Context: an optimization exercise on an open-source flow, tuned for small area, a short achievable clock period and few clock cycles per item. The choices shown serve that exercise and are no tape-out recipe. Function was checked by simulation only, so behaviour that the tests miss may differ from the original. Power and IR drop assume default switching activity.

--- design/flow/design.v ---
module sb2_render (
    input  wire        clk,
    input  wire        rst,
    input  wire        wr_en,
    input  wire [1:0]  wr_ch,
    input  wire [3:0]  wr_reg,
    input  wire [31:0] wr_data,
    input  wire [1:0]  rd_ch,
    input  wire [3:0]  rd_reg,
    output reg  [31:0] rd_data,
    input  wire        start,
    output wire        ready,
    output reg         done,
    output reg  [15:0] out_l,
    output reg  [15:0] out_r,
    output reg         mem_req,
    output wire [31:0] mem_addr,
    input  wire        mem_ack,
    input  wire [7:0]  mem_rdata
);
    localparam R_CTRL    = 4'd0;
    localparam R_PITCH   = 4'd1;
    localparam R_VOL     = 4'd2;
    localparam R_VIB     = 4'd3;
    localparam R_TREM    = 4'd4;
    localparam R_SILENCE = 4'd5;
    localparam R_BASE    = 4'd6;
    localparam R_RATE    = 4'd7;
    localparam R_DATA    = 4'd8;
    localparam R_LENGTH  = 4'd9;
    localparam R_LSTART  = 4'd10;
    localparam R_LLEN    = 4'd11;
    localparam R_CURI    = 4'd12;
    localparam R_CURF    = 4'd13;
    localparam R_OUTRATE = 4'd15;
    localparam [31:0] OUTRATE_RESET = 32'd44100;
    reg        act     [0:3];
    reg        gate    [0:3];
    reg        insv    [0:3];
    reg        looped  [0:3];
    reg        ended   [0:3];
    reg [15:0] pitch   [0:3];
    reg [7:0]  vol     [0:3];
    reg [7:0]  vdep    [0:3];
    reg [7:0]  vph     [0:3];
    reg [7:0]  tdep    [0:3];
    reg [7:0]  tph     [0:3];
    reg [7:0]  silence [0:3];
    reg [15:0] base    [0:3];
    reg [31:0] rate    [0:3];
    reg [31:0] sdata   [0:3];
    reg [31:0] slen    [0:3];
    reg [31:0] lstart  [0:3];
    reg [31:0] llen    [0:3];
    reg [31:0] curi    [0:3];
    reg [15:0] curf    [0:3];
    reg [31:0] outrate;
    reg [31:0] step_c [0:3];    
    reg [3:0]  sv;
    reg [3:0]  bv;              
    reg [14:0] kc     [0:3];
    reg [6:0]  ve_c   [0:3];    
    reg        vp;              
    reg [1:0]  vpch;
    reg        vp2;             
    reg [1:0]  vpch2;
    reg signed [9:0] toff_r;
    reg        infr;            
    reg [3:0]  pc;              
    reg [3:0]  mq;              
    reg [1:0]  fch;             
    reg [3:0]  fe;              
    reg [3:0]  fw;              
    reg [3:0]  c32;             
    assign ready = ~infr;
    function [5:0] wave_mag;    
        input [5:0] i;
        reg [6:0] m;
        begin
            m = {i, 1'b0};
            if (i <= 6'd16)      wave_mag = m[5:0];
            else if (i <= 6'd32) wave_mag = 6'd0 - m[5:0];
            else if (i <= 6'd48) wave_mag = m[5:0];
            else                 wave_mag = 6'd0 - m[5:0];
        end
    endfunction
    function wave_neg;
        input [5:0] i;
        begin
            wave_neg = (i >= 6'd33) && (i <= 6'd63);
        end
    endfunction
    function signed [9:0] osc_off;
        input [7:0] ph;
        input [7:0] dep;
        reg [13:0] p;
        begin
            p = wave_mag(ph[7:2]) * dep;
            osc_off = wave_neg(ph[7:2]) ? -$signed({1'b0, p[13:5]}) : $signed({1'b0, p[13:5]});
        end
    endfunction
    wire        we = wr_en & ~infr;
    wire [3:0]  wch;
    assign wch[0] = (wr_ch == 2'd0);
    assign wch[1] = (wr_ch == 2'd1);
    assign wch[2] = (wr_ch == 2'd2);
    assign wch[3] = (wr_ch == 2'd3);
    wire [31:0] mod_curi;
    wire [31:0] wdat = rst ? 32'd0 : infr ? mod_curi : wr_data;
    wire        w_out = rst | (we & (wr_reg == R_OUTRATE));
    wire [3:0]  playing, rdy, endd, wrap, nochg, needf, nm, spcw, inval;
    wire [32:0] cur_i   [0:3];
    wire [15:0] curf_nx [0:3];
    genvar g;
    generate
        for (g = 0; g < 4; g = g + 1) begin : chn
            wire [48:0] cur = {1'b0, curi[g], curf[g]} + {17'd0, step_c[g]};
            wire [32:0] le  = {1'b0, lstart[g]} + {1'b0, llen[g]};
            wire        lp  = |llen[g];
            wire        spc = cur[48:16] >= (lp ? le : {1'b0, slen[g]});
            wire        cy  = cur[16] ^ curi[g][0] ^ step_c[g][16];    
            assign cur_i[g]   = cur[48:16];
            assign curf_nx[g] = cur[15:0];
            assign wrap[g]    = lp && spc;
            assign endd[g]    = !lp && spc;
            assign playing[g] = act[g] & insv[g] & gate[g];
            assign rdy[g]     = playing[g] & sv[g];
            assign nochg[g]   = (step_c[g][31:16] == 16'd0) && !cy && !spc;
            wire   ve_nz      = ve_c[g] != 7'd0;
            assign needf[g]   = !spc && !(nochg[g] && bv[g]) && ve_nz;
            assign nm[g]      = playing[g] && sv[g] && !((step_c[g][31:16] == 16'd0) && !cy && (bv[g] || mq[g])) && ve_nz;
            assign spcw[g]    = spc;
            wire   vibchg     = !((wr_data[7:0] == vdep[g]) && (wr_data[15:10] == vph[g][7:2]))
                                && !((wr_data[7:0] == 8'd0) && (vdep[g] == 8'd0));
            assign inval[g]   = we & (wr_reg == R_OUTRATE
                                      || (wch[g] && (wr_reg == R_PITCH || wr_reg == R_RATE || wr_reg == R_BASE
                                                     || (wr_reg == R_VIB && vibchg))));
        end
    endgenerate
    wire [3:0] commit = rdy & (infr ? pc : {4{start}}) & {4{!vp && !vp2}};
    reg        eb;              
    reg        emod;            
    reg [2:0]  eph;             
    reg [1:0]  ec;              
    reg [4:0]  ecnt;
    reg [48:0] R;
    reg [33:0] Q;
    reg [47:0] D;
    localparam E_LOAD = 3'd0, E_SET = 3'd1, E_MUL = 3'd2, E_DIV = 3'd3, E_WB = 3'd4, E_CHK = 3'd5;
    wire [3:0] cand_step = infr ? (pc & ~sv) : (~sv & ~inval);
    wire [3:0] cand_mod  = infr ? fw : 4'd0;
    wire [3:0] cand      = cand_step | cand_mod;
    wire [1:0] cpick     = cand[0] ? 2'd0 : cand[1] ? 2'd1 : cand[2] ? 2'd2 : 2'd3;
    wire       efree;
    wire [3:0] candx     = cand & ~((eb && efree) ? (4'd1 << ec) : 4'd0);
    wire [1:0] cpickx    = candx[0] ? 2'd0 : candx[1] ? 2'd1 : candx[2] ? 2'd2 : 2'd3;
    wire       estart    = (!eb || efree) && (candx != 4'd0);
    wire       ekill     = eb && inval[ec];
    wire signed [9:0]  voff = osc_off(vph[ec], vdep[ec]);
    wire signed [17:0] psum = $signed({2'b00, R[15:0]}) + $signed(R[25:16]);
    wire [15:0] pe = (psum < 18'sd1) ? 16'd1 : (psum > 18'sd65535) ? 16'hFFFF : psum[15:0];
    wire [15:0] base_eff = (D[15:0] == 16'd0) ? 16'd1 : D[15:0];
    wire [32:0] xi = {c32[ec], curi[ec]} - {1'b0, lstart[ec]};
    reg  [31:0] mrate;
    wire [33:0] nsum = {2'b00, R[31:0]} + (Q[18] ? {2'b00, mrate} : 34'd0) + (Q[19] ? {1'b0, mrate, 1'b0} : 34'd0);
    wire [33:0] dsum = {2'b00, D[47:16]} + (D[0] ? {2'b00, outrate} : 34'd0) + (D[1] ? {1'b0, outrate, 1'b0} : 34'd0);
    wire [48:0] tv1 = {R[47:0], Q[33]};
    wire [49:0] d1  = {1'b0, tv1} - {2'b00, D};
    wire        g1  = !d1[49];
    wire [48:0] r1  = g1 ? d1[48:0] : tv1;
    wire [48:0] tv2 = {r1[47:0], Q[32]};
    wire [49:0] d2  = {1'b0, tv2} - {2'b00, D};
    wire        g2  = !d2[49];
    wire [48:0] r2  = g2 ? d2[48:0] : tv2;
    wire        sat = (D[47:32] == 16'd0) && (R[31:0] >= D[31:0]);
    wire [47:0] numv     = {R[31:0], Q[33:18]};
    wire        q16      = numv < D;                  
    wire        q20      = {4'd0, numv} < {D, 4'd0};   
    wire        step_fin = eb && !emod && ((eph == E_CHK && sat) || (eph == E_DIV && ecnt == 5'd15)) && !ekill;
    wire [31:0] step_val = (eph == E_CHK) ? 32'hFFFF_FFFF : {Q[29:0], g1, g2};
    wire        mod_fin  = eb && emod && (eph == E_WB);
    assign efree = step_fin || mod_fin;
    assign mod_curi = lstart[ec] + R[31:0];
    always @(posedge clk) begin
        if (rst) begin
            eb <= 1'b0;
        end else if (estart) begin
            eb   <= 1'b1;
            ec   <= cpickx;
            emod <= cand_mod[cpickx];
            eph  <= E_LOAD;
        end else if (eb) begin
            case (eph)
            E_LOAD: eph <= E_SET;
            E_SET:  eph <= emod ? E_DIV : E_MUL;
            E_MUL:  if (ecnt == 5'd7) eph <= E_CHK;
            E_CHK: begin
                eph <= E_DIV;
                if (sat)
                    eb <= 1'b0;
            end
            E_DIV: begin
                if (step_fin)
                    eb <= 1'b0;
                if (emod && ecnt == 5'd16)
                    eph <= E_WB;
            end
            default: eb <= 1'b0;
            endcase
            if (ekill)
                eb <= 1'b0;
        end
    end
    always @(posedge clk) begin
        if (eb) begin
            ecnt <= ecnt + 5'd1;
            case (eph)
            E_LOAD: begin
                mrate <= rate[ec];
                if (emod) begin
                    R[32:0] <= xi;
                    D       <= {16'd0, llen[ec]};
                end else begin
                    R[25:0] <= {voff, pitch[ec]};
                    D[15:0] <= base[ec];
                end
            end
            E_SET: begin
                ecnt <= 5'd0;
                R    <= 49'd0;
                if (emod) begin
                    Q <= {1'b0, R[32:0]};
                end else begin
                    Q <= {pe, 18'd0};
                    D <= {32'd0, base_eff};
                end
            end
            E_MUL: begin
                R[31:0]  <= nsum[33:2];
                Q[33:18] <= {nsum[1:0], Q[33:20]};
                D        <= {dsum[33:2], dsum[1:0], D[15:2]};
            end
            E_CHK: begin
                if (q16) begin
                    R    <= {1'b0, numv};
                    Q    <= 34'd0;
                    ecnt <= 5'd8;
                end else if (q20) begin
                    R    <= {5'd0, numv[47:4]};
                    Q    <= {numv[3:0], 30'd0};
                    ecnt <= 5'd6;
                end else begin
                    ecnt <= 5'd0;
                end
            end
            E_DIV: begin
                R <= r2;
                Q <= {Q[31:0], g1, g2};
            end
            default: ;
            endcase
        end
    end
    wire signed [9:0]  toff = osc_off(tph[vpch], tdep[vpch]);
    wire signed [10:0] vsum = $signed({3'b000, vol[vpch2]}) + toff_r;
    wire [6:0]  ve = (vsum < 11'sd0) ? 7'd0 : (vsum > 11'sd64) ? 7'd64 : vsum[6:0];
    reg  [31:0] pa;
    reg  [1:0]  paf;
    reg         pav;
    reg         mreq;
    wire        pre    = !infr && start && pav;
    wire [1:0]  fcur   = infr ? fch : paf;
    always @(*) mem_req = mreq | pre;
    assign mem_addr = infr ? sdata[fch] + curi[fch] : pa;
    wire        ack    = mem_req & mem_ack;
    wire [3:0]  ackm   = ack ? (4'd1 << fcur) : 4'd0;
    wire [3:0]  modm   = mod_fin ? (4'd1 << ec) : 4'd0;
    wire        mod_nf = ve_c[ec] != 7'd0;
    wire [3:0]  mq_nx  = ((mq | (commit & needf)) & ~ackm) | (mod_nf ? modm : 4'd0);
    wire [1:0]  fpick  = mq_nx[0] ? 2'd0 : mq_nx[1] ? 2'd1 : mq_nx[2] ? 2'd2 : 2'd3;
    wire [3:0]  pc_nx  = infr ? (pc & ~commit) : (playing & ~commit);
    wire        finish = infr && (pc == 4'd0) && (fw == 4'd0) && ((mq & ~ackm) == 4'd0);
    wire [1:0]  ppick  = nm[0] ? 2'd0 : nm[1] ? 2'd1 : nm[2] ? 2'd2 : 2'd3;
    wire        pok    = (nm != 4'd0) && !we && (commit == 4'd0) && !step_fin && !mod_fin && !vp && !vp2
                         && (!infr || pc == 4'd0) && (fe == 4'd0) && (fw == 4'd0);
    wire signed [14:0] prod = $signed(mem_rdata) * $signed({1'b0, ve_c[fcur]});
    wire signed [15:0] kx [0:3];
    generate
        for (g = 0; g < 4; g = g + 1) begin : mix
            assign kx[g] = (!act[g] || !insv[g] || fe[g]) ? 16'sd0 :
                           !gate[g] ? {{8{silence[g][7]}}, silence[g]} : {kc[g][14], kc[g]};
        end
    endgenerate
    wire signed [15:0] byp  = $signed(mem_rdata) * $signed({1'b0, ve_c[fch]}) + kx[~fch];
    wire               bypl = mreq && (fch == 2'd0 || fch == 2'd3);
    wire               bypr = mreq && (fch == 2'd1 || fch == 2'd2);
    always @(*) begin
        case (rd_reg)
            R_CTRL:    rd_data = {27'd0, ended[rd_ch], looped[rd_ch], insv[rd_ch], gate[rd_ch], act[rd_ch]};
            R_PITCH:   rd_data = {16'd0, pitch[rd_ch]};
            R_VOL:     rd_data = {24'd0, vol[rd_ch]};
            R_VIB:     rd_data = {16'd0, vph[rd_ch], vdep[rd_ch]};
            R_TREM:    rd_data = {16'd0, tph[rd_ch], tdep[rd_ch]};
            R_SILENCE: rd_data = {24'd0, silence[rd_ch]};
            R_BASE:    rd_data = {16'd0, base[rd_ch]};
            R_RATE:    rd_data = rate[rd_ch];
            R_DATA:    rd_data = sdata[rd_ch];
            R_LENGTH:  rd_data = slen[rd_ch];
            R_LSTART:  rd_data = lstart[rd_ch];
            R_LLEN:    rd_data = llen[rd_ch];
            R_CURI:    rd_data = curi[rd_ch];
            R_CURF:    rd_data = {16'd0, curf[rd_ch]};
            R_OUTRATE: rd_data = outrate;
            default:   rd_data = 32'd0;
        endcase
    end
    always @(posedge clk)
        if (w_out) outrate <= rst ? OUTRATE_RESET : wr_data;
    generate
        for (g = 0; g < 4; g = g + 1) begin : regs
            wire wc = rst | (we & wch[g]);
            always @(posedge clk) begin
                if (wc && (rst || wr_reg == R_PITCH))   pitch[g]   <= wdat[15:0];
                if (wc && (rst || wr_reg == R_VOL))     vol[g]     <= wdat[7:0];
                if (wc && (rst || wr_reg == R_VIB))     begin vdep[g] <= wdat[7:0]; vph[g] <= wdat[15:8]; end
                if (wc && (rst || wr_reg == R_TREM))    begin tdep[g] <= wdat[7:0]; tph[g] <= wdat[15:8]; end
                if (wc && (rst || wr_reg == R_SILENCE)) silence[g] <= wdat[7:0];
                if (wc && (rst || wr_reg == R_BASE))    base[g]    <= wdat[15:0];
                if (wc && (rst || wr_reg == R_RATE))    rate[g]    <= wdat;
                if (wc && (rst || wr_reg == R_DATA))    sdata[g]   <= wdat;
                if (wc && (rst || wr_reg == R_LENGTH))  slen[g]    <= wdat;
                if (wc && (rst || wr_reg == R_LSTART))  lstart[g]  <= wdat;
                if (wc && (rst || wr_reg == R_LLEN))    llen[g]    <= wdat;
                if (wc && (rst || wr_reg == R_CTRL)) begin
                    act[g]    <= wdat[0];
                    gate[g]   <= wdat[1];
                    insv[g]   <= wdat[2];
                    looped[g] <= wdat[3];
                    ended[g]  <= wdat[4];
                end else if (fe[g]) begin
                    act[g]   <= 1'b0;
                    ended[g] <= 1'b1;
                end else if (mod_fin && ec == g) begin
                    looped[g] <= 1'b1;
                end
                if ((wc && (rst || wr_reg == R_CURI)) || (mod_fin && ec == g))
                    curi[g] <= wdat;
                else if (commit[g])
                    curi[g] <= cur_i[g][31:0];
                else if (fe[g])
                    curi[g] <= slen[g];
                if (wc && (rst || wr_reg == R_CURF))
                    curf[g] <= wdat[15:0];
                else if (commit[g])
                    curf[g] <= curf_nx[g];
                else if (fe[g])
                    curf[g] <= 16'd0;
                if (rst) begin
                    fe[g] <= 1'b0;
                    fw[g] <= 1'b0;
                end else begin
                    fe[g] <= commit[g] && endd[g];
                    if (commit[g])
                        fw[g] <= wrap[g];
                    else if (mod_fin && ec == g)
                        fw[g] <= 1'b0;
                end
                if (commit[g])
                    c32[g] <= cur_i[g][32];
                if (step_fin && ec == g)
                    step_c[g] <= step_val;
                if (rst || inval[g])
                    sv[g] <= 1'b0;
                else if (step_fin && ec == g)
                    sv[g] <= 1'b1;
                if (rst)
                    bv[g] <= 1'b0;
                else if (ack && fcur == g)
                    bv[g] <= 1'b1;
                else if ((we && wch[g] && (wr_reg == R_DATA || wr_reg == R_CURI))
                         || (vp2 && vpch2 == g && ve != ve_c[g])
                         || (commit[g] && !nochg[g]) || (mod_fin && ec == g))
                    bv[g] <= 1'b0;
                if (rst || (vp2 && vpch2 == g && ve != ve_c[g]))
                    kc[g] <= 15'd0;
                else if (ack && fcur == g)
                    kc[g] <= prod;
                if (rst)
                    ve_c[g] <= 7'd0;
                else if (vp2 && vpch2 == g)
                    ve_c[g] <= ve;
            end
        end
    endgenerate
    always @(posedge clk) begin
        if (rst) begin
            infr    <= 1'b0;
            pc      <= 4'd0;
            mq      <= 4'd0;
            fch     <= 2'd0;
            mreq    <= 1'b0;
            pav     <= 1'b0;
            done    <= 1'b0;
            vp      <= 1'b0;
            vpch    <= 2'd0;
            vp2     <= 1'b0;
            vpch2   <= 2'd0;
        end else begin
            vp   <= we && (wr_reg == R_VOL || wr_reg == R_TREM);
            vpch <= wr_ch;
            vp2    <= vp;
            vpch2  <= vpch;
            toff_r <= toff;
            done <= finish;
            if (finish) begin
                infr  <= 1'b0;
                out_l <= bypl ? byp : kx[0] + kx[3];
                out_r <= bypr ? byp : kx[1] + kx[2];
            end else if (!infr && start) begin
                infr <= 1'b1;
            end
            pc <= pc_nx;
            mq <= mq_nx;
            if (!infr || !mreq || mem_ack) begin
                mreq <= mq_nx != 4'd0;
                fch  <= (pre && !mem_ack) ? paf : fpick;
            end
            paf <= ppick;
            pav <= pok && !spcw[ppick];
            pa  <= sdata[ppick] + cur_i[ppick][31:0];
        end
    end
endmodule
--- design/flow/flow/run.sh ---
#!/bin/bash
# The standard layout, with plain buffers (not delay cells) on the ports.
set -euo pipefail
export BUFFER_PORTS_ARGS="-buffer_cell sky130_fd_sc_hd__buf_4"
bash standard.sh > standard.log 2>&1
--- design/flow/standard.sh ---
#!/bin/bash
# synth_recipe.tcl (not shown) runs the flow's synth.tcl, then flattens the netlist and writes it again
# the make line also repeats each setting of config.mk as NAME=value (left out here)
make -C /OpenROAD-flow-scripts/flow DESIGN_CONFIG=/design/flow/config.mk WORK_HOME=/design/flow/orfs CLKGATE_MAP_FILE= SYNTH_SCRIPT=/design/flow/synth_recipe.tcl "${@:-finish}"
--- design/flow/config.mk ---
export PLATFORM = sky130hd
export DESIGN_NAME = sb2_render
export DESIGN_NICKNAME = sb2_render
export VERILOG_FILES = /design/flow/design.v
export SDC_FILE = /design/flow/constraint.sdc
export NUM_CORES = 4
export LEC_CHECK = 0
export CAP_MARGIN = 20
export CORE_MARGIN = 2
export CORE_UTILIZATION = 45
export SETUP_SLACK_MARGIN = 5
export SLEW_MARGIN = 20
--- design/flow/constraint.sdc ---
create_clock -name core_clock -period 13.0 [get_ports {clk}]
set_input_delay 2.6000 -clock core_clock [delete_from_list [all_inputs] [get_ports {clk}]]
set_output_delay 2.6000 -clock core_clock [all_outputs]
set_load 0.01 [all_outputs]
==> results of run 1 <==
-- state kept, by name, indices dropped and copies added (netlist names), 34 cells and up --
name,cells
curi,128
llen,128
lstart,128
rate,128
sdata,128
slen,128
step_c,128
base,64
curf,64
pitch,64
kc,60
D,48
R,48
Q,34
-- where the power goes --
part	total (mW)	switching (mW)	leakage, nW	internal (mW)
clock	6.20	2.67	3.35	3.53
sequential	7.52	0.601	16.2	6.92
combinational	13.7	9.03	38.7	4.71
total	27.5	12.3	58.2	15.2
-- synth_stat cells (39+ instances only) --
cell type	instances
clkbuf_1	423
o21ai_1	49
a211oi_1	123
nor2b_1	162
mux2i_1	372
inv_1	811
ha_1	976
a31oi_1	93
a22oi_1	158
edfxtp_1	1585
nor4_1	105
mux4_2	406
xnor2_1	426
a21o_1	345
a21oi_1	974
o211ai_1	75
or2_2	41
o21a_1	114
a211o_1	41
fa_1	226
xor2_1	262
a22o_1	46
mux2_2	90
and2_1	161
or3_1	51
nand2b_1	158
buf_1	112
nand4_1	155
dfxtp_1	125
nor2_1	972
nor3_1	160
o31ai_1	39
o21bai_1	78
nand3_1	214
o22ai_1	162
o21ai_0	577
nand2_1	940
a221oi_1	68
a222oi_1	77
and3_1	106
-- final timing paths --
check             cells past startpoint                 start  slack (ns)             end
hold / removal                        1         vp$_SDFF_PP0_        0.47  vp2$_SDFF_PP0_
setup reg to reg                     26  curf[3][3]$_DFFE_PP_        4.72  pav$_SDFF_PP0_
setup / recovery                     19   fch[0]$_SDFFE_PP0P_        4.70    mem_addr[31]
hold reg to reg                       1         vp$_SDFF_PP0_        0.47  vp2$_SDFF_PP0_
-- metrics by stage --
| step | setup slack (ns) | total power, mW |
|---|---|---|
| final | 4.701 | 27.46 |
| after global routing | 4.679 | 28.26 |
| after CTS | 4.806 | 26.71 |
| after detailed placement | 3.451 | 20.39 |
| after global placement | 3.645 | 20.23 |
| after floorplan | 5.111 | 15.37 |
-- kinds of logic after synthesis --
logic type | Yosys count | synth area share
AOI/OAI and AO/OA | 3296 | 0.1648
xor gates and xnor gates | 689 | 0.04686
adders and majority gates | 1202 | 0.1297
buffers and inverters | 1382 | 0.04072
DFF | 1710 | 0.3881
muxes | 873 | 0.1080
and+or+nand+nor | 3323 | 0.1218
-- metal layers --
layer	track usage	vias up
met5	0	-
met4	0.3399	54
met3	0.1767	2056
met2	0.6385	9463
met1	0.6008	59120
li1	-	47529
-- critical path, stage by stage, from the launching register on --
cell	delay, ns
dfxtp_4	0.38
inv_4	0.08
ha_4	0.31
buf_6	0.35
a222oi_1	0.17
mux2i_1	0.33
ha_1	0.35
a21oi_2	0.19
o22ai_4	0.16
o21bai_4	0.21
a21oi_4	0.08
o31a_1	0.37
a31o_1	0.28
nand4_1	0.15
a31oi_2	0.12
or4_1	0.43
a31oi_1	0.21
xnor2_1	0.11
mux2_4	0.34
buf_4	0.15
-- what timing repair did --
action | 4_1_cts | 5_1_grt
pin swaps | 46 | 20
buffers inserted | 67 | 27
resized for setup | 171 | 64
endpoints found under the setup margin | 133 | 62
cloned | 17 | 5
hold buffers | 0 | 0
-- area by class of cell --
type | count | area share
multi-input combinational | 9385 | 0.5154
clock inverter | 137 | 0.01104
timing repair buffer | 629 | 0.03960
antenna | 65 | 0.001114
tap | 3762 | 0.03223
sequential | 1710 | 0.3431
inverter | 816 | 0.02108
clock buffer | 236 | 0.03650
==> results_dict.tcl, run 1 <==
set metrics [dict create \
    final_common_cell "edfxtp_1" \
    netlist_instances 12475 \
    drv_slew 0 \
    cts_tree "yes" \
    wl_met3_mm 102.5 \
    p_leak_nw 58.24 \
    min_path_type "reg2reg" \
    synth.distinct_cells 103 \
    outcome "no timing/DRC/antenna violations" \
    holdWs_ns 0.4666 \
    layout.nets 14007 \
    clockBufferDepth 4 \
    drtAntennaViolNets 0 \
    numCtsBuffers 206 \
    worst_pin_slew_ns 1.390 \
    final-seq-area_mm2 0.05011 \
    core.rowCount 196 \
    p_per_area_mw_per_mm2 188.0 \
    fin_crit_ns 8.299 \
    grt_pass1_vias 108918 \
    max_freq_mhz 120.5 \
    drive_above_1_share 0.1384 \
    wirelength_mm 702.8 \
    nFillCells 25637 \
    hold_viol 0 \
    max-cap-violations 0 \
    synthTopCellsByArea "edfxtp_1 (37%), ha_1 (9.5%), mux4_2 (7.1%), a21oi_1 (3.8%), fa_1 (3.5%)" \
    pin_count 156 \
    synthToLayoutAreaGrowth_pct 13.16 \
    die_area_mm2 0.2911 \
    synth_ff_type "edfxtp_1" \
    cts.sinks 1710 \
    avgViaCountPerCell 7.062 \
    path_clk_slew_ns 0.06 \
    grtUsageTotal 0.4675 \
    gp_congestion 1.082 \
    top_layer "met5" \
    wl_met2_mm 277.0 \
    synth-edff-count 1585 \
    setup_violations 0 \
    final_area_mm2 0.1461 \
    wl_met1_mm 260.8 \
    overflow 0 \
    critPathMaxFanout 26 \
    relSlewSlack 0.07358 \
    fin_crit_sh 0.6384 \
    first_pass_iters 14 \
    synth_top_area_frac 0.3688 \
    start_util 0.4525 \
    finalNonFillerCells 16740 \
    syn_avg_cell_area_um2 10.35 \
    crit_type "reg2out" \
    cp_data_arrival_time_ns 5.70 \
    ys_ff_latch 1710 \
    layout_common_cells "edfxtp_1 (1585), ha_1 (965), a21oi_1 (956), nand2_1 (929), nor2_1 (918)" \
    fin_skew_ns 0.07779 \
    syn_nets 13734 \
    utilization 0.5121 \
    drt_iter0_markers 20055 \
    netlist_area_mm2 0.1291 \
    worstPathRequired_ns 10.40 \
    ys_async_sr_fraction 0 \
    start_kind "register" \
    die_w_um 539.6 \
    fin_tns_setup_ns 0 \
    rsz0062_at_grt "yes" \
    cp-end-kind "output port" \
    drc 0 \
    multi_input_area_mm2 0.07527 \
    wl_per_cell_um 41.99 \
    grt_pass1_wl_mm 934.4 \
    ir_worst_vdd_uv 190.6 \
    die_y_um 539.6 \
    vias 118222 \
    yosys.area.top_type "edfxtp_1" \
    core_region_area_mm2 0.2852 \
    cts_root_buffer "clkbuf_16" \
    antenna_found_initial 111 \
    dp_cells 16178 \
    dpl.hpwl_mm 529.1 \
    port-buffer-count 155 \
    clk_latency_ns 0.97 \
    ys_seq_area_frac 0.3881 \
    placed_cell_area_mm2 0.1363 \
    grt_max_degree 75 \
    synth_warnings 24 \
    h-tree-depth 4 \
]
Testbench counts, summed over its fixed seeds: cycles 14,200, frames 2,560.
==> run 2, diff against run 1 <==
--- a/design/flow/design.v
+++ b/design/flow/design.v
@@ -162,8 +162,12 @@
     wire [15:0] base_eff = (D[15:0] == 16'd0) ? 16'd1 : D[15:0];
     wire [32:0] xi = {c32[ec], curi[ec]} - {1'b0, lstart[ec]};
     reg  [31:0] mrate;
-    wire [33:0] nsum = {2'b00, R[31:0]} + (Q[18] ? {2'b00, mrate} : 34'd0) + (Q[19] ? {1'b0, mrate, 1'b0} : 34'd0);
-    wire [33:0] dsum = {2'b00, D[47:16]} + (D[0] ? {2'b00, outrate} : 34'd0) + (D[1] ? {1'b0, outrate, 1'b0} : 34'd0);
+    wire [35:0] nsum = {4'd0, R[31:0]}
+                     + (Q[18] ? {4'd0, mrate} : 36'd0) + (Q[19] ? {3'd0, mrate, 1'b0} : 36'd0)
+                     + (Q[20] ? {2'd0, mrate, 2'd0} : 36'd0) + (Q[21] ? {1'd0, mrate, 3'd0} : 36'd0);
+    wire [35:0] dsum = {4'd0, D[47:16]}
+                     + (D[0] ? {4'd0, outrate} : 36'd0) + (D[1] ? {3'd0, outrate, 1'b0} : 36'd0)
+                     + (D[2] ? {2'd0, outrate, 2'd0} : 36'd0) + (D[3] ? {1'd0, outrate, 3'd0} : 36'd0);
     wire [48:0] tv1 = {R[47:0], Q[33]};
     wire [49:0] d1  = {1'b0, tv1} - {2'b00, D};
     wire        g1  = !d1[49];
@@ -193,7 +197,7 @@
             case (eph)
             E_LOAD: eph <= E_SET;
             E_SET:  eph <= emod ? E_DIV : E_MUL;
-            E_MUL:  if (ecnt == 5'd7) eph <= E_CHK;
+            E_MUL:  if (ecnt == 5'd3) eph <= E_CHK;
             E_CHK: begin
                 eph <= E_DIV;
                 if (sat)
@@ -236,9 +240,9 @@
                 end
             end
             E_MUL: begin
-                R[31:0]  <= nsum[33:2];
-                Q[33:18] <= {nsum[1:0], Q[33:20]};
-                D        <= {dsum[33:2], dsum[1:0], D[15:2]};
+                R[31:0]  <= nsum[35:4];
+                Q[33:18] <= {nsum[3:0], Q[33:22]};
+                D        <= {dsum[35:4], dsum[3:0], D[15:4]};
             end
             E_CHK: begin
                 if (q16) begin
==> results_dict.tcl, run 2 <==
set metrics [dict create \
    crit_chain "buf_16, buf_6, mux4_2, a22oi_1, nand4_1, buf_4" \
    die_y_um 545.3 \
    fin_crit_ns 8.114 \
    crit_type "in2out" \
    holdBufCountCts 0 \
    hp-start "kc[1][2]$_SDFFE_PP0P_" \
    start_kind "input pin" \
    cpPeakStageDelay_ns 0.74 \
    synthTopCellsByArea "edfxtp_1 (36%), ha_1 (9.4%), mux4_2 (6.9%), fa_1 (5.3%), a21oi_1 (3.7%)" \
    ys_async_sr_fraction 0 \
    final_common_cell "edfxtp_1" \
    ys_seq_area_frac 0.3800 \
    cp-end-kind "output port" \
    worst_pin_slew_ns 1.310 \
    layout_common_cells "edfxtp_1 (1585), nand2_1 (1086), ha_1 (981), a21oi_1 (978), nor2_1 (839)" \
    synth_warnings 24 \
    max_freq_mhz 123.2 \
    core.rowCount 198 \
    syn_nets 14055 \
    critPathMaxFanout 30 \
    path_clk_slew_ns 0.06 \
    total_power_mw 22.84 \
    hold_path_end "kc[1][2]$_SDFFE_PP0P_" \
    max-cap-violations 0 \
    fin_crit_sh 0.6242 \
    yosys.area.top_type "edfxtp_1" \
    netlist_instances 12660 \
    worstPathRequired_ns 10.40 \
    syn_avg_cell_area_um2 10.41 \
    avgViaCountPerCell 6.795 \
    setup_slack_ns 4.886 \
    synth_most_common_cell "edfxtp_1" \
    reg2reg_from "curf[1][7]$_DFFE_PP_" \
    start_util 0.4526 \
    grtUsageTotal 0.4228 \
    cts_root_buffer "clkbuf_16" \
    drc 0 \
    relSlewSlack 0.1236 \
    cts_tree "yes" \
    numCtsBuffers 208 \
    crit_slowest_cell "mux4_2" \
    port-buffer-count 155 \
    ys_ff_latch 1710 \
    die_area_mm2 0.2974 \
    die_w_um 545.3 \
    synthToLayoutAreaGrowth_pct 12.10 \
    p_leak_nw 58.72 \
    grt_max_degree 71 \
    gp_congestion 1.056 \
    utilization 0.5073 \
    layout.nets 14223 \
    synthTopCellsByCount "edfxtp_1 (1585), nand2_1 (1091), ha_1 (990)" \
    r2r_end "pa[30]$_DFFE_PN_" \
    drv_slew 0 \
    grt_pass1_wl_mm 881.4 \
    synth_ff_type "edfxtp_1" \
    crit_start "rd_ch[1]" \
    synth.distinct_cells 102 \
    r2r_slack_ns 5.06 \
    nFillCells 26296 \
    r2r_cells 23 \
    min_path_type "reg2reg" \
    rsz0062_at_grt "yes" \
    wl_per_cell_um 38.29 \
    cts.sinks 1710 \
    setup_violations 0 \
    first_pass_iters 12 \
    dpl.hpwl_mm 492.4 \
    wirelength_mm 648.1 \
    outcome "no timing/DRC/antenna violations" \
    dpl_worst_slack_ns 3.905 \
    drt_iter0_markers 16621 \
    hold_viol 0 \
    grt_pass1_vias 109489 \
    fin_tns_setup_ns 0 \
    netlist_area_mm2 0.1319 \
    drtAntennaViolNets 0 \
    hold_depth 2 \
    clockBufferDepth 4 \
    core_region_area_mm2 0.2913 \
    fin_skew_ns 0.07985 \
    vias 115012 \
    antenna_found_initial 56 \
    drive_above_1_share 0.1285 \
    clk_latency_ns 0.97 \
    h-tree-depth 4 \
    synth_top_area_frac 0.3610 \
    ir_worst_vdd_uv 170.4 \
    cp_data_arrival_time_ns 5.51 \
    synth-edff-count 1585 \
    pin_count 156 \
    p_per_area_mw_per_mm2 154.5 \
    overflow 0 \
]
-- run 2: cell types whose count changed after synthesis, moves of 20 or more --
cell / delta
o211ai_1: +26
inv_1: -59
nand2_1: +151
fa_1: +122
and2_1: +45
a31oi_1: +20
xor2_1: +31
nor2_1: -85
buf_1: -21
o21ai_1: -34
o21ai_0: +57
o22ai_1: -32
clkbuf_1: +41
-- run 2: where the power goes --
| group | leakage, nW | switching [mW] | internal, mW |
|---|---|---|---|
| Combinational | 39.1 | 6.11 | 3.33 |
| Clock | 3.43 | 2.66 | 3.58 |
| Sequential | 16.2 | 0.487 | 6.67 |
-- run 2: metrics by stage --
step	instance area (um2)	cells	hold slack, ns
floorplan	131900	12660	0.4360
global placement	138600	16426	0.4418
detailed placement	138600	16428	0.4481
CTS	147100	16870	0.4567
global route	147800	16906	0.4735
finish	147800	16927	0.4562
-- run 2: cell type report --
cell class                      instances  area [um2]  area share
Tap cell                             3900        4880     0.03301
Inverter                              756        2849     0.01927
Sequential cell                      1710       50110      0.3390
Clock inverter                        132        1436    0.009718
Multi-Input combinational cell       9619       77980      0.5276
Antenna cell                           27       67.56   0.0004571
Clock buffer                          250        5577     0.03773
Timing Repair Buffer                  533        4911     0.03323
-- run 2: how the worst max path moves through the flow --
stage	to	cells past startpoint
3_3_place_gp	rd_data[3]	8
2_1_floorplan	rd_data[10]	7
6_report	rd_data[11]	6
5_1_grt	pa[30]$_DFFE_PN_	31
3_5_place_dp	rd_data[3]	8
4_1_cts	mem_addr[27]	18
-- run 2: repair_timing --
item                       4_1_cts  5_1_grt
setup endpoints to repair      211       76
hold endpoints to repair         0        0
buffers inserted                43       27
cloned                          17        3
pin swaps                       35       42
resized for setup              125       62
-- run 2: kinds of logic (layout without fill, tap and decap cells) --
| kind of cell | Yosys count | in the layout | synth area share |
|---|---|---|---|
| muxes | 860 | 860 | 0.1048 |
| other | 0 | 27 | 0 |
| and+or+nand+nor | 3429 | 3430 | 0.1230 |
| AOI/OAI and AO/OA | 3267 | 3267 | 0.1585 |
| xor gates and xnor gates | 724 | 724 | 0.04867 |
| adders and majority gates | 1338 | 1338 | 0.1468 |
| buffers and inverters | 1332 | 1671 | 0.03820 |
| DFF | 1710 | 1710 | 0.3800 |
-- run 2: metal layers --
metal / GRT usage / wire [um] / part of all wire
met1: 0.5201 / 234700 / 0.36
met2: 0.6246 / 273800 / 0.42
met3: 0.09914 / 69600 / 0.11
met4: 0.3666 / 69880 / 0.11
met5: 0 / 149 / 0.00023
-- run 2: critical path, delay by kind of cell --
kind	cells	cell delay [ns]
buffers and inverters	3	0.99
muxes	1	0.74
AOI/OAI and AO/OA	1	0.60
and+or+nand+nor	1	0.49
Testbench counts of run 2, summed over its fixed seeds: cycles 13,625, frames 2,560.
==> run 3, diff against run 2 <==
--- a/design/flow/design.v
+++ b/design/flow/design.v
@@ -146,7 +146,7 @@
     reg [48:0] R;
     reg [33:0] Q;
     reg [47:0] D;
-    localparam E_LOAD = 3'd0, E_SET = 3'd1, E_MUL = 3'd2, E_DIV = 3'd3, E_WB = 3'd4, E_CHK = 3'd5;
+    localparam E_LOAD = 3'd0, E_SET = 3'd1, E_MUL = 3'd2, E_DIV = 3'd3, E_WB = 3'd4, E_CHK = 3'd5, E_ADD = 3'd6;
     wire [3:0] cand_step = infr ? (pc & ~sv) : (~sv & ~inval);
     wire [3:0] cand_mod  = infr ? fw : 4'd0;
     wire [3:0] cand      = cand_step | cand_mod;
@@ -184,7 +184,7 @@
     wire [31:0] step_val = (eph == E_CHK) ? 32'hFFFF_FFFF : {Q[29:0], g1, g2};
     wire        mod_fin  = eb && emod && (eph == E_WB);
     assign efree = step_fin || mod_fin;
-    assign mod_curi = lstart[ec] + R[31:0];
+    assign mod_curi = R[31:0];
     always @(posedge clk) begin
         if (rst) begin
             eb <= 1'b0;
@@ -207,8 +207,9 @@
                 if (step_fin)
                     eb <= 1'b0;
                 if (emod && ecnt == 5'd16)
-                    eph <= E_WB;
+                    eph <= E_ADD;
             end
+            E_ADD:  eph <= E_WB;
             default: eb <= 1'b0;
             endcase
             if (ekill)
@@ -261,6 +262,7 @@
                 R <= r2;
                 Q <= {Q[31:0], g1, g2};
             end
+            E_ADD: R[31:0] <= lstart[ec] + R[31:0];    
             default: ;
             endcase
         end
@@ -430,7 +432,7 @@
                 fch  <= (pre && !mem_ack) ? paf : fpick;
             end
             paf <= ppick;
-            pav <= pok && !spcw[ppick];
+            pav <= pok && ((nm & spcw) == 4'd0);
             pa  <= sdata[ppick] + cur_i[ppick][31:0];
         end
     end
==> results_dict.tcl, run 3 <==
set metrics [dict create \
    finalNonFillerCells 17153 \
    min_path_type "reg2reg" \
    pin_count 156 \
    clk_latency_ns 0.97 \
    r2r_slack_ns 4.69 \
    clockBufferDepth 4 \
    nFillCells 26496 \
    ys_async_sr_fraction 0 \
    grt_pass1_wl_mm 905.9 \
    crit_family "compound AO/OA/AOI/OAI gates" \
    port-buffer-count 155 \
    overflow 0 \
    drc 0 \
    max_freq_mhz 120.3 \
    rsz0062_at_grt "yes" \
    total_power_mw 25.89 \
    syn_nets 14275 \
    yosys.area.top_type "edfxtp_1" \
    worst_pin_slew_ns 1.333 \
    cts.sinks 1710 \
    layout.nets 14432 \
    synth_ff_type "edfxtp_1" \
    wirelength_mm 668.8 \
    fin_crit_sh 0.6396 \
    max-cap-violations 0 \
    synth_most_common_cell "edfxtp_1" \
    fin_tns_setup_ns 0 \
    crit_slowest_cell "a21oi_1" \
    ys_seq_area_frac 0.3763 \
    crit_type "reg2reg" \
    drv_slew 0 \
    numCtsBuffers 209 \
    synth_top_area_frac 0.3575 \
    worstPathRequired_ns 13.86 \
    fin_skew_ns 0.07977 \
    cpPeakStageDelay_ns 0.93 \
    ys_ff_latch 1710 \
    final_common_cell "edfxtp_1" \
    cp-end-kind "register" \
    cp_data_arrival_time_ns 9.18 \
    start_util 0.4527 \
    critPathMaxFanout 7 \
    layout_common_cells "edfxtp_1 (1585), nand2_1 (1043), a21oi_1 (990), ha_1 (984), nor2_1 (877)" \
    synth_warnings 24 \
    crit_chain "ha_1, inv_1, o21bai_1, a21oi_1, o21a_1, and3b_1, nor3_2, o2111ai_1, nand2_1, xor2_2, ha_1, nand4_1, nor2_1, nand4_1, o21ai_0, o31ai_1, o211ai_1, a31oi_1, buf_4, nor3b_1, a31oi_1, nand2b_1, nand3b_1, a31oi_1" \
    syn_avg_cell_area_um2 10.34 \
    drt_iter0_markers 17054 \
    path_clk_slew_ns 0.07 \
    outcome "no timing/DRC/antenna violations" \
    fin_crit_ns 8.315 \
    p_leak_nw 59.63 \
    core_region_area_mm2 0.2941 \
    p_per_area_mw_per_mm2 174.0 \
    synthTopCellsByArea "edfxtp_1 (36%), ha_1 (9.3%), mux4_2 (6.8%), fa_1 (5.2%), a21oi_1 (3.8%)" \
    placed_cell_area_mm2 0.1398 \
    start_kind "register" \
    netlist_area_mm2 0.1331 \
    cts_tree "yes" \
    h-tree-depth 4 \
    die_y_um 547.9 \
    setup_violations 0 \
    dpl_worst_slack_ns 3.889 \
    netlist_instances 12880 \
    core.rowCount 199 \
    dp_cells 16666 \
    ir_worst_vdd_uv 163.1 \
    antenna_found_initial 50 \
    vias 116616 \
    grt_pass1_vias 110026 \
    hold_viol 0 \
    die_area_mm2 0.3002 \
    die_w_um 547.9 \
    grt_max_degree 72 \
    drive_above_1_share 0.1283 \
    synth.distinct_cells 101 \
    synthToLayoutAreaGrowth_pct 11.78 \
    relSlewSlack 0.1079 \
    gp_congestion 1.072 \
    dpl.hpwl_mm 512.1 \
    synth-edff-count 1585 \
    first_pass_iters 9 \
    holdBufCountCts 0 \
    synthTopCellsByCount "edfxtp_1 (1585), nand2_1 (1052), a21oi_1 (1004)" \
    cts_root_buffer "clkbuf_16" \
    final_area_mm2 0.1488 \
    drtAntennaViolNets 0 \
    crit_buf_inv 2 \
    wl_per_cell_um 38.99 \
    cp_common_cell "a31oi_1" \
    avgViaCountPerCell 6.799 \
    grtUsageTotal 0.4337 \
    setup_slack_ns 4.685 \
]
-- run 3: changes by cell type in the layout (fill, tap and decap cells not counted), sizes merged, moves of 22 or more --
cell / previous run / this run
a21o: 333 / 368
nand2b: 171 / 119
and2: 207 / 233
or2: 49 / 84
inv: 765 / 828
mux2i: 354 / 385
and3: 117 / 89
nor2: 892 / 931
o211ai: 101 / 79
nand2: 1092 / 1053
-- run 3: final timing paths --
check | from | endpoint | depth (start not counted)
worst max register to register | curf[2][15]$_DFFE_PP_ | fch[0]$_SDFFE_PP0P_ | 24
worst min-delay path | vp$_SDFF_PP0_ | vp2$_SDFF_PP0_ | 1
worst min register to register | vp$_SDFF_PP0_ | vp2$_SDFF_PP0_ | 1
worst max-delay path | curf[2][15]$_DFFE_PP_ | fch[0]$_SDFFE_PP0P_ | 24
-- run 3: cell families (layout without fill, tap and decap cells) --
kind of cell               count (synthesis)  count (layout)  share of synthesized area
AOI/OAI and AO/OA                       3397            3397                     0.1636
xor gates and xnor gates                 708             708                    0.04658
adders and majority gates               1338            1338                     0.1454
buffers and inverters                   1411            1731                    0.04015
DFF                                     1710            1710                     0.3763
muxes                                    892             892                     0.1059
other                                      0              33                          0
and+or+nand+nor                         3424            3425                     0.1221
-- run 3: report_power, final --
group	total (mW)	switching, mW	leakage, nW	internal (mW)
clock	6.10	2.68	3.31	3.43
combinational	12.6	8.03	40.1	4.56
sequential	7.19	0.502	16.2	6.69
-- run 3: per-stage QoR --
| stage | util | hold WS (ns) |
|---|---|---|
| 3_5_place_dp | 0.4754 | 0.4568 |
| 3_3_place_gp | 0.4753 | 0.4383 |
| 6_report | 0.5060 | 0.4645 |
| 2_1_floorplan | - | 0.4299 |
| 5_1_grt | 0.5058 | 0.4737 |
| 4_1_cts | 0.5033 | 0.4672 |
-- run 3: final cells by class --
type | instances | area (um2) | share of cell area
clock buffer | 241 | 5413 | 0.03637
clock inverter | 134 | 1396 | 0.009384
antenna | 33 | 82.58 | 0.0005549
sequential | 1710 | 50110 | 0.3367
multi-input combinational | 9760 | 78870 | 0.5300
inverter | 821 | 3098 | 0.02082
timing repair buffer | 535 | 4932 | 0.03315
tap | 3919 | 4903 | 0.03295
-- run 3: worst reg2reg max path: cells and delay by family, from the launching register on --
kind | cells | cell delay (ns)
AOI/OAI and AO/OA | 10 | 3.68
and+or+nand+nor | 9 | 2.22
adders and majority gates | 2 | 0.93
buffers and inverters | 2 | 0.51
DFF | 1 | 0.45
xor gates and xnor gates | 1 | 0.41
-- run 3: what timing repair did --
item,in CTS,in global routing
pin swaps,24,45
gates resized for setup,137,95
buffers inserted,44,11
gates cloned,14,7
setup endpoints to repair,126,91
-- run 3: metal layers --
layer	vias up	global-route usage	wire [um]
met1	58293	0.5434	247700
li1	48547	-	-
met5	-	0	195
met4	22	0.3352	63500
met3	1751	0.1060	72250
met2	8003	0.6450	285200
Testbench counts of run 3, summed over its fixed seeds: cycles 13,630, frames 2,560.
==> run 4, diff against run 3 <==
--- a/design/flow/config.mk
+++ b/design/flow/config.mk
@@ -7,6 +7,7 @@
 export LEC_CHECK = 0
 export CAP_MARGIN = 20
 export CORE_MARGIN = 2
-export CORE_UTILIZATION = 45
+export CORE_UTILIZATION = 50
+export PLACE_DENSITY = 0.65
 export SETUP_SLACK_MARGIN = 5
 export SLEW_MARGIN = 20
==> results_dict.tcl, run 4 <==
set metrics [dict create \
    syn_avg_cell_area_um2 10.34 \
    rsz0062_at_grt "yes" \
    first_pass_iters 25 \
    synthTopCellsByArea "edfxtp_1 (36%), ha_1 (9.3%), mux4_2 (6.8%), fa_1 (5.2%), a21oi_1 (3.8%)" \
    cts_root_buffer "clkbuf_16" \
    grt_max_degree 97 \
    synth-edff-count 1585 \
    cp_data_arrival_time_ns 5.46 \
    fin_skew_ns 0.07573 \
    pwr-share-comb 0.484 \
    gp_congestion 1.047 \
    switching_share 0.4325 \
    pwr-share-clk 0.237 \
    clockBufferDepth 4 \
    avgViaCountPerCell 7.035 \
    netlist_instances 12880 \
    yosys.area.top_type "edfxtp_1" \
    ir_worst_vdd_uv 245.0 \
    clk_latency_ns 0.96 \
    vias 117593 \
    fin_tns_setup_ns 0 \
    start_kind "input pin" \
    outcome "no timing/DRC/antenna violations" \
    setup_violations 0 \
    start_util 0.5022 \
    max_freq_mhz 124.0 \
    fin_crit_ns 8.063 \
    switchingPower_mw 11.22 \
    drive_above_1_share 0.1233 \
    wirelength_mm 642.2 \
    syn_nets 14275 \
    antenna_found_initial 61 \
    wl_per_cell_um 38.42 \
    relSlewSlack 0.1723 \
    path_clk_slew_ns 0.06 \
    synthTopCellsByCount "edfxtp_1 (1585), nand2_1 (1052), a21oi_1 (1004)" \
    p_per_area_mw_per_mm2 175.6 \
    cts.sinks 1710 \
    die_area_mm2 0.2704 \
    ys_async_sr_fraction 0 \
    ys_ff_latch 1710 \
    synthToLayoutAreaGrowth_pct 10.99 \
    overflow 0 \
    synth_ff_type "edfxtp_1" \
    die_y_um 520.0 \
    synth_most_common_cell "edfxtp_1" \
    min_path_type "reg2reg" \
    crit_type "in2out" \
    grtUsageTotal 0.4628 \
    synth_top_area_frac 0.3575 \
    layout_common_cells "edfxtp_1 (1585), nand2_1 (1047), a21oi_1 (994), ha_1 (983), nor2_1 (880)" \
    fin_crit_sh 0.6202 \
    cts_tree "yes" \
    netlist_area_mm2 0.1331 \
    grt_pass1_wl_mm 877.7 \
    die_w_um 520.0 \
    worst_pin_slew_ns 1.233 \
    h-tree-depth 4 \
    core.rowCount 189 \
    critPathMaxFanout 30 \
    final_common_cell "edfxtp_1" \
    numCtsBuffers 210 \
    worstPathRequired_ns 10.40 \
    port-buffer-count 155 \
    layout.nets 14383 \
    intPower_mw 14.72 \
    setup_slack_ns 4.937 \
    drv_slew 0 \
    seq_power_share 0.278 \
    ys_seq_area_frac 0.3763 \
    max-cap-violations 0 \
    pin_count 156 \
    grt_pass1_vias 110748 \
    synth_warnings 24 \
    p_leak_nw 59.37 \
    dpl_worst_slack_ns 3.526 \
    drtAntennaViolNets 0 \
    drc 0 \
    drt_iter0_markers 18339 \
    dpl.hpwl_mm 487.9 \
    core_region_area_mm2 0.2651 \
    synth.distinct_cells 101 \
    cp-end-kind "output port" \
    hold_viol 0 \
]
-- run 4: cell types whose count changed in the layout (fill, tap and decap cells not counted), sizes merged --
cell | before | now
buf | 518 | 469
diode | 33 | 25
clkbuf | 247 | 254
inv | 828 | 822
clkinvlp | 19 | 22
bufinv | 22 | 24
a2111o | 4 | 5
bufbuf | 11 | 12
clkinv | 86 | 85
nand2 | 1053 | 1052
-- run 4: cells by family (layout without fill, tap and decap cells) --
group | count (synthesis) | after routing | synth area share
mux | 892 | 892 | 0.1059
xor+xnor | 708 | 708 | 0.04658
simple gates | 3424 | 3424 | 0.1221
flops | 1710 | 1710 | 0.3763
other cells | 0 | 25 | 0
buf+inv | 1411 | 1688 | 0.04015
fa+ha+maj | 1338 | 1338 | 0.1454
compound gates | 3397 | 3398 | 0.1636
-- run 4: path summary, 6_finish.rpt --
kind | depth (start not counted) | slack, ns | endpoint | startpoint
worst max-delay path | 10 | 4.94 | rd_data[20] | rd_ch[0]
worst max register to register | 28 | 5.01 | pa[30]$_DFFE_PN_ | curf[1][0]$_DFFE_PP_
worst min register to register | 1 | 0.46 | vp2$_SDFF_PP0_ | vp$_SDFF_PP0_
worst min-delay path | 1 | 0.46 | vp2$_SDFF_PP0_ | vp$_SDFF_PP0_
-- run 4: stage by stage --
stage          total power [mW]    util  cells  cell area, um2  hold slack (ns)
2_1_floorplan             14.75       -  12880          133100           0.4299
3_5_place_dp              19.15  0.5248  16252          139100           0.4533
4_1_cts                   25.35  0.5551  16671          147100           0.4625
3_3_place_gp              19.03  0.5247  16252          139100           0.4379
5_1_grt                   26.82  0.5572  16695          147700           0.4824
6_report                  25.94  0.5574  16716          147800           0.4610
-- run 4: what timing repair did --
item	CTS	global route
hold buffers	0	0
gates cloned	14	2
pin swaps	16	30
buffers inserted	23	17
setup endpoints to repair	119	86
gates resized for setup	100	75
-- run 4: layout make-up --
type	instances	area, um2
flip-flops and latches	1710	50110
clock buffers	250	5505
diodes	25	62.56
clock inverters	132	1413
fillers	22898	117300
inverters	821	3103
well taps	3533	4420
multi-input cells	9760	78700
repair buffers	485	4438
-- run 4: metal layers --
layer	vias up	global-route usage	routed length (um)
li1	48426	-	-
met1	57937	0.5763	228200
met2	8984	0.6776	269300
met3	2208	0.1247	78390
met4	38	0.3726	66060
met5	-	0	244
-- run 4: power groups by stage --
stage                     combinational (mW)  clock [mW]  sequential (mW)
final                                   12.6        6.16             7.22
after detailed placement                11.9           0             7.29
after floorplan                         7.65           0             7.09
after global routing                    13.3        6.33             7.22
after global placement                  11.8           0             7.27
after CTS                               12.1        6.12             7.18
-- run 4: worst max-delay path: stages --
cell	delay (ns)
buf_16	0.18
inv_1	0.25
buf_4	0.33
buf_6	0.37
nor2_1	0.09
a21oi_1	0.45
o22ai_1	0.15
o21ai_0	0.28
nand3_1	0.33
buf_4	0.27

separate check: timing with driven ports:
How much do the figures lean on ideal ports? The routed layouts below were timed once more, with nothing changed but the port constraints. Step 1 (the two cells are an assumption about what drives the block):
set clk [get_ports {clk}]
set_driving_cell -lib_cell sky130_fd_sc_hd__clkbuf_16 $clk
set_driving_cell -lib_cell sky130_fd_sc_hd__buf_2 [delete_from_list [all_inputs] $clk]
Step 2, shift: input delay + t, output delay - t, t = (earliest + latest rising clock arrival at the registers) / 2. This alone moves slack from input paths to output paths. Three values: no drivers, after step 1, after step 2; two values: the first two.
run | shift t [ns] | setup slack, ns | hold slack, ns
run 1 | 1.051 | 4.701 / 4.585 / 4.604 | 0.467 / 0.467 / 0.467
run 2 | 1.028 | 4.886 / 4.533 / 4.533 | 0.456 / 0.456 / 0.456
run 3 | 1.038 | 4.685 / 4.586 / 4.586 | 0.464 / 0.464 / 0.464
run 4 | 1.035 | 4.937 / 4.626 / 4.626 | 0.461 / 0.461 / 0.461
After both steps setup and hold are still met in every run listed. For run 2, which loses most, drivers alone change the setup slack by -0.353 ns; drivers and shift together by -0.353 ns.
